This design comes from an exercise in tuning for small area, a short achievable clock period and few clock cycles per item on the open sky130 flow, not from production work.
RTL that was checked went through simulation tests only; none was proved equivalent to the original.
Power figures rest on the tool's default switching activity, not on a simulated workload.

// calc_alu64
module calc_alu64 (
  input  wire        clk,
  input  wire        rst,
  input  wire        in_valid,
  output wire        in_ready,
  input  wire [1:0]  op,         
  input  wire [63:0] a,
  input  wire [63:0] b,
  output reg         out_valid,
  output wire [63:0] result
);
Size in the first run: ~3200 cells after synthesis, roughly 230 flip-flops, about 26000 sq um of cells after synthesis.
clock: 10.0 ns
lec_check: 0
abc_clock_period_in_ps: 3000
cap_margin: 20
core_margin: 2
core_utilization: 40
place_density: 0.6
setup_slack_margin: 5
slew_margin: 20
standard.sh (not shown) runs the stock make flow with config.mk's settings and CLKGATE_MAP_FILE= SYNTH_SCRIPT=/design/flow/synth_recipe.tcl, a recipe that flattens the netlist after the stock synthesis.
==> flow/flow/run.sh <==
#!/bin/bash
set -euo pipefail
bash standard.sh "BUFFER_PORTS_ARGS=-buffer_cell sky130_fd_sc_hd__buf_2" SETUP_SLACK_MARGIN=5.5 finish > flow_make.log 2>&1
The baseline produced a clean layout.
Testbench counts at the start, summed over its fixed seeds: cycles 24,761, items 4,800.
Change:
--- a/flow/config.mk
+++ b/flow/config.mk
@@ -12 +12 @@
-export PLACE_DENSITY = 0.6
+export PLACE_DENSITY = 0.7
After rerunning:
- final area is about the same
- die area is unchanged
- flip-flop and latch count stays the same
- combinational power rose by about 2%
- sequential power stays flat
- global-route usage falls by 1.2 points

* * *

build 95:
Starting RTL as in the previous note.
Settings: LEC_CHECK=0, ABC_CLOCK_PERIOD_IN_PS=3000, CAP_MARGIN=5, CORE_MARGIN=2, CORE_UTILIZATION=40, PLACE_DENSITY=0.6, SETUP_SLACK_MARGIN=5, SLEW_MARGIN=5; clock period 10.0 ns.
Scripts as last shown in full above: flow/flow/run.sh
The final layout from build 95, which completed every stage, passed the timing, design-rule and antenna checks at the end of the flow.
Testbench counts of build 95, summed over its fixed seeds: cycles 24,761, items 4,800.
--- input diff build 95..build 46 ---
- CAP_MARGIN: 5 -> 20
- SLEW_MARGIN: 5 -> 20
==> flow/run.sh (new file) <==
#!/bin/bash
# synth_recipe.tcl (not shown) runs the flow's synth.tcl, then flattens the netlist and writes it again
# the make line also repeats each setting of config.mk as NAME=value (left out here)
make -C /OpenROAD-flow-scripts/flow DESIGN_CONFIG=/design/flow/config.mk WORK_HOME=/design/flow/orfs CLKGATE_MAP_FILE= SYNTH_SCRIPT=/design/flow/synth_recipe.tcl finish
removed: flow/flow/run.sh
removed: flow/standard.sh
Findings:
- Delta(shortest period the worst path allows, build 46 - build 95) > 0
- The data-path buffer share of cell area in the final layout in build 46 was higher than what build 95 gave.
- Diff build 46..build 95 | effective utilization at floorplan | negligible
- For clock power, build 46 and build 95 come out practically identical.
- The standard cells in build 46 occupy less silicon area than those in build 95 do.
- Compared with build 95, in build 46 worst setup slack shows a reduction of 410 ps, first-pass GRT wire length down about 4%, signed area change from the synthesized netlist to the final layout went down.
Modified inputs, build 30 compared to build 46
==> flow/flow/run.sh (new file) <==
#!/bin/bash
set -euo pipefail
bash standard.sh "BUFFER_PORTS_ARGS=-buffer_cell sky130_fd_sc_hd__buf_2" SETUP_SLACK_MARGIN=5.25 finish > flow_make.log 2>&1
==> flow/standard.sh (new file) <==
#!/bin/bash
# synth_recipe.tcl (not shown) runs the flow's synth.tcl, then flattens the netlist and writes it again
# the make line also repeats each setting of config.mk as NAME=value (left out here)
make -C /OpenROAD-flow-scripts/flow DESIGN_CONFIG=/design/flow/config.mk WORK_HOME=/design/flow/orfs CLKGATE_MAP_FILE= SYNTH_SCRIPT=/design/flow/synth_recipe.tcl "${@:-finish}"
removed: flow/run.sh
Build 46 → build 30: routed length per placed instance now smaller; maximum ir drop on the vdd rail went up; buffer share of cell area -2.1 points; combined global-route utilization of all metal layers picked up an extra 0.33 points; share of total power in combinational logic higher.
Per the comparison of build 30 with build 46, clock-buffer cell count went down by 2, overall power consumption +about 1.4%, met1 routing resource usage after global routing essentially unchanged, share of total power in the clock network shrank by 0.5 points.
Of the two values seen for destination of the critical timing path, X[57] was produced by build 30 and X[56] by build 46.

* * *

Setup of zinc:
Another version of the RTL of calc_alu64 (not shown whole).
For scale: roughly 230 flip-flops, about 200 I/O pins.
// calc_alu64
module calc_alu64 (
  input  wire        clk,
  input  wire        rst,
  input  wire        in_valid,
  output wire        in_ready,
  input  wire [1:0]  op,         
  input  wire [63:0] a,
  input  wire [63:0] b,
  output reg         out_valid,
  output wire [63:0] result
);
export LEC_CHECK = 0
export ABC_CLOCK_PERIOD_IN_PS = 3000
export CAP_MARGIN = 20
export CORE_MARGIN = 2
export CORE_UTILIZATION = 40
export PLACE_DENSITY = 0.6
export SETUP_SLACK_MARGIN = 5
export SLEW_MARGIN = 20
create_clock -name core_clock -period 10.0 [get_ports {clk}]
==> flow/flow/run.sh <==
#!/bin/bash
set -euo pipefail
bash standard.sh "BUFFER_PORTS_ARGS=-buffer_cell sky130_fd_sc_hd__buf_2" SETUP_SLACK_MARGIN=6.2 finish > flow_make.log 2>&1
Setup changes, zinc to tundra
==> flow/flow/run.sh <==
#!/bin/bash
set -euo pipefail
bash standard.sh "BUFFER_PORTS_ARGS=-buffer_cell sky130_fd_sc_hd__buf_2" SETUP_SLACK_MARGIN=5.8 finish > flow_make.log 2>&1
--- outcome ---
A library cell contributing the largest single delay on the critical path of fa_1 is what tundra shows, while edfxtp_1 belongs to zinc. Compared with zinc, tundra ends up with a smaller final cell area. Looking at uppermost signal routing layer after detailed routing, the met4 result is from zinc; the met5 one comes from tundra. Of tundra and zinc, it is tundra that has the lower share of total power consumed by net switching. Going from zinc to tundra, die span in y held steady, final-layout fill cell count grew by 2.7%.
Function was not checked in any run of this note: the RTL went through the layout flow alone.

* * *

the baseline:
calc_alu64, a different RTL version from the one above (not shown whole).
Size: ~3700 cells after synthesis, about 200 I/O pins.
Settings: LEC_CHECK=0, CAP_MARGIN=20, CORE_MARGIN=2, CORE_UTILIZATION=40, PLACE_DENSITY=0.6, SLEW_MARGIN=20; clock period 10.0 ns.
run.sh (not shown) runs the stock make flow with config.mk's settings and CLKGATE_MAP_FILE= SYNTH_SCRIPT=/design/flow/synth_recipe.tcl, a recipe that flattens the netlist after the stock synthesis.
Stock flow here: none of the scripts above is used.
> inputs changed (the baseline -> the candidate)
==> flow/flow/run.sh (new file) <==
#!/bin/bash
set -euo pipefail
bash standard.sh SETUP_SLACK_MARGIN=6.4 finish > flow_make.log 2>&1
==> flow/standard.sh (new file) <==
#!/bin/bash
# synth_recipe.tcl (not shown) runs the flow's synth.tcl, then flattens the netlist and writes it again
# the make line also repeats each setting of config.mk as NAME=value (left out here)
make -C /OpenROAD-flow-scripts/flow DESIGN_CONFIG=/design/flow/config.mk WORK_HOME=/design/flow/orfs CLKGATE_MAP_FILE= SYNTH_SCRIPT=/design/flow/synth_recipe.tcl "${@:-finish}"
--- a/flow/config.mk
+++ b/flow/config.mk
@@ -7,0 +8 @@
+export ABC_CLOCK_PERIOD_IN_PS = 3000
@@ -11,0 +13 @@
+export SETUP_SLACK_MARGIN = 5
removed: flow/run.sh
- Setup slack up 1.77 ns in the candidate wrt the baseline
- In the flow results for the candidate and the baseline, the leakage component of the power is larger on the candidate.
- From the baseline to the candidate the numbers moved as follows: non-filler instance count after layout shows an increase of 9.0%; number of clock buffers in the layout +12.
- Compare the candidate and the baseline | fraction of area in registers lower: the candidate
- On routed length per placed instance, the lower figure sits with the baseline, not the candidate.
No run of this note included a check of the RTL's function; only the layout flow was run.

* * *

Another version of the RTL of calc_alu64 (not shown whole).
For scale: ~240 flip-flops.
==> flow/config.mk <==
export PLATFORM = sky130hd
export DESIGN_NAME = calc_alu64
export DESIGN_NICKNAME = calc_alu64
export VERILOG_FILES = /design/flow/design.v
export SDC_FILE = /design/flow/constraint.sdc
export NUM_CORES = 4
export LEC_CHECK = 0
export ABC_CLOCK_PERIOD_IN_PS = 3000
export CAP_MARGIN = 20
export CORE_MARGIN = 2
export CORE_UTILIZATION = 40
export PLACE_DENSITY = 0.6
export SETUP_SLACK_MARGIN = 5
export SLEW_MARGIN = 20
==> flow/constraint.sdc <==
create_clock -name core_clock -period 10.0 [get_ports {clk}]
set_input_delay 2.0000 -clock core_clock [delete_from_list [all_inputs] [get_ports {clk}]]
set_output_delay 2.0000 -clock core_clock [all_outputs]
set_load 0.01 [all_outputs]
standard.sh (not shown) runs the stock make flow with config.mk's settings and CLKGATE_MAP_FILE= SYNTH_SCRIPT=/design/flow/synth_recipe.tcl, a recipe that flattens the netlist after the stock synthesis.
==> flow/flow/run.sh <==
#!/bin/bash
set -euo pipefail
bash standard.sh "BUFFER_PORTS_ARGS=-buffer_cell sky130_fd_sc_hd__buf_2" SETUP_SLACK_MARGIN=5.5 finish > flow_make.log 2>&1
Rerun with:
==> flow/flow/run.sh (replaced) <==
#!/bin/bash
set -euo pipefail
bash standard.sh "BUFFER_PORTS_ARGS=-buffer_cell sky130_fd_sc_hd__buf_2" SETUP_SLACK_MARGIN=5.0 finish > flow_make.log 2>&1
=> The changed run produced a clean layout; first-iteration DRC count went down by 3.3%; core utilization went down by 5.9 points; fmax went down by 7.7%; global-route usage went down by 2.5 points; cell area went down by 11%; clock power went down by about 8%.
No run of this note included a check of the RTL's function; only the layout flow was run.

-- what the ideal ports hide --
No port has a modelled driver above. Below, the same layouts with a new extraction and two added sets of constraints.
Step 1 sets driving cells, clkbuf_16 on the clock port and buf_2 on the other inputs (assumed; they add their load-dependent delay and slew).
Step 2 also shifts input and output timing later by t, the mid clock arrival at the registers, as if the neighbouring blocks saw the same clock.
Slacks: ideal ports / drivers / drivers and shift; pairs: ideal ports / drivers.
| run | shift t [ns] | setup slack, ns | worst setup path at the end | cell pins on the clock port's net |
|---|---|---|---|---|
| the first run of note 1 | 0.669 | 5.360 / 5.360 / 4.897 | input to register | 1 |
| the second run of note 1 | 0.653 | 5.344 / 5.344 / 4.925 | input to register | 1 |
| build 95 | 0.669 | 5.360 / 5.360 / 4.897 | input to register | 1 |
| build 46 | 0.663 | 4.954 / 4.985 / 4.321 | input to register | 1 |
| build 30 | 0.667 | 5.234 / 5.277 / 4.611 | input to register | 1 |
| zinc | 0.628 | 5.145 / 5.145 / 5.055 | input to register | 1 |
| tundra | 0.626 | 5.202 / 5.202 / 5.067 | input to register | 1 |
| the baseline | 0.676 | 3.827 / 3.827 / 3.827 | register to register | 1 |
| the candidate | 0.631 | 5.601 / 5.601 / 5.601 | register to register | 1 |
| the first run of note 5 | 0.618 | 5.252 / 5.284 / 4.666 | input to register | 1 |
| the second run of note 5 | 0.666 | 4.856 / 4.900 / 4.234 | input to register | 1 |
After both steps every run listed still meets setup and hold. For build 46, which loses most, drivers alone change the setup slack by +0.031 ns; drivers and shift together by -0.633 ns.
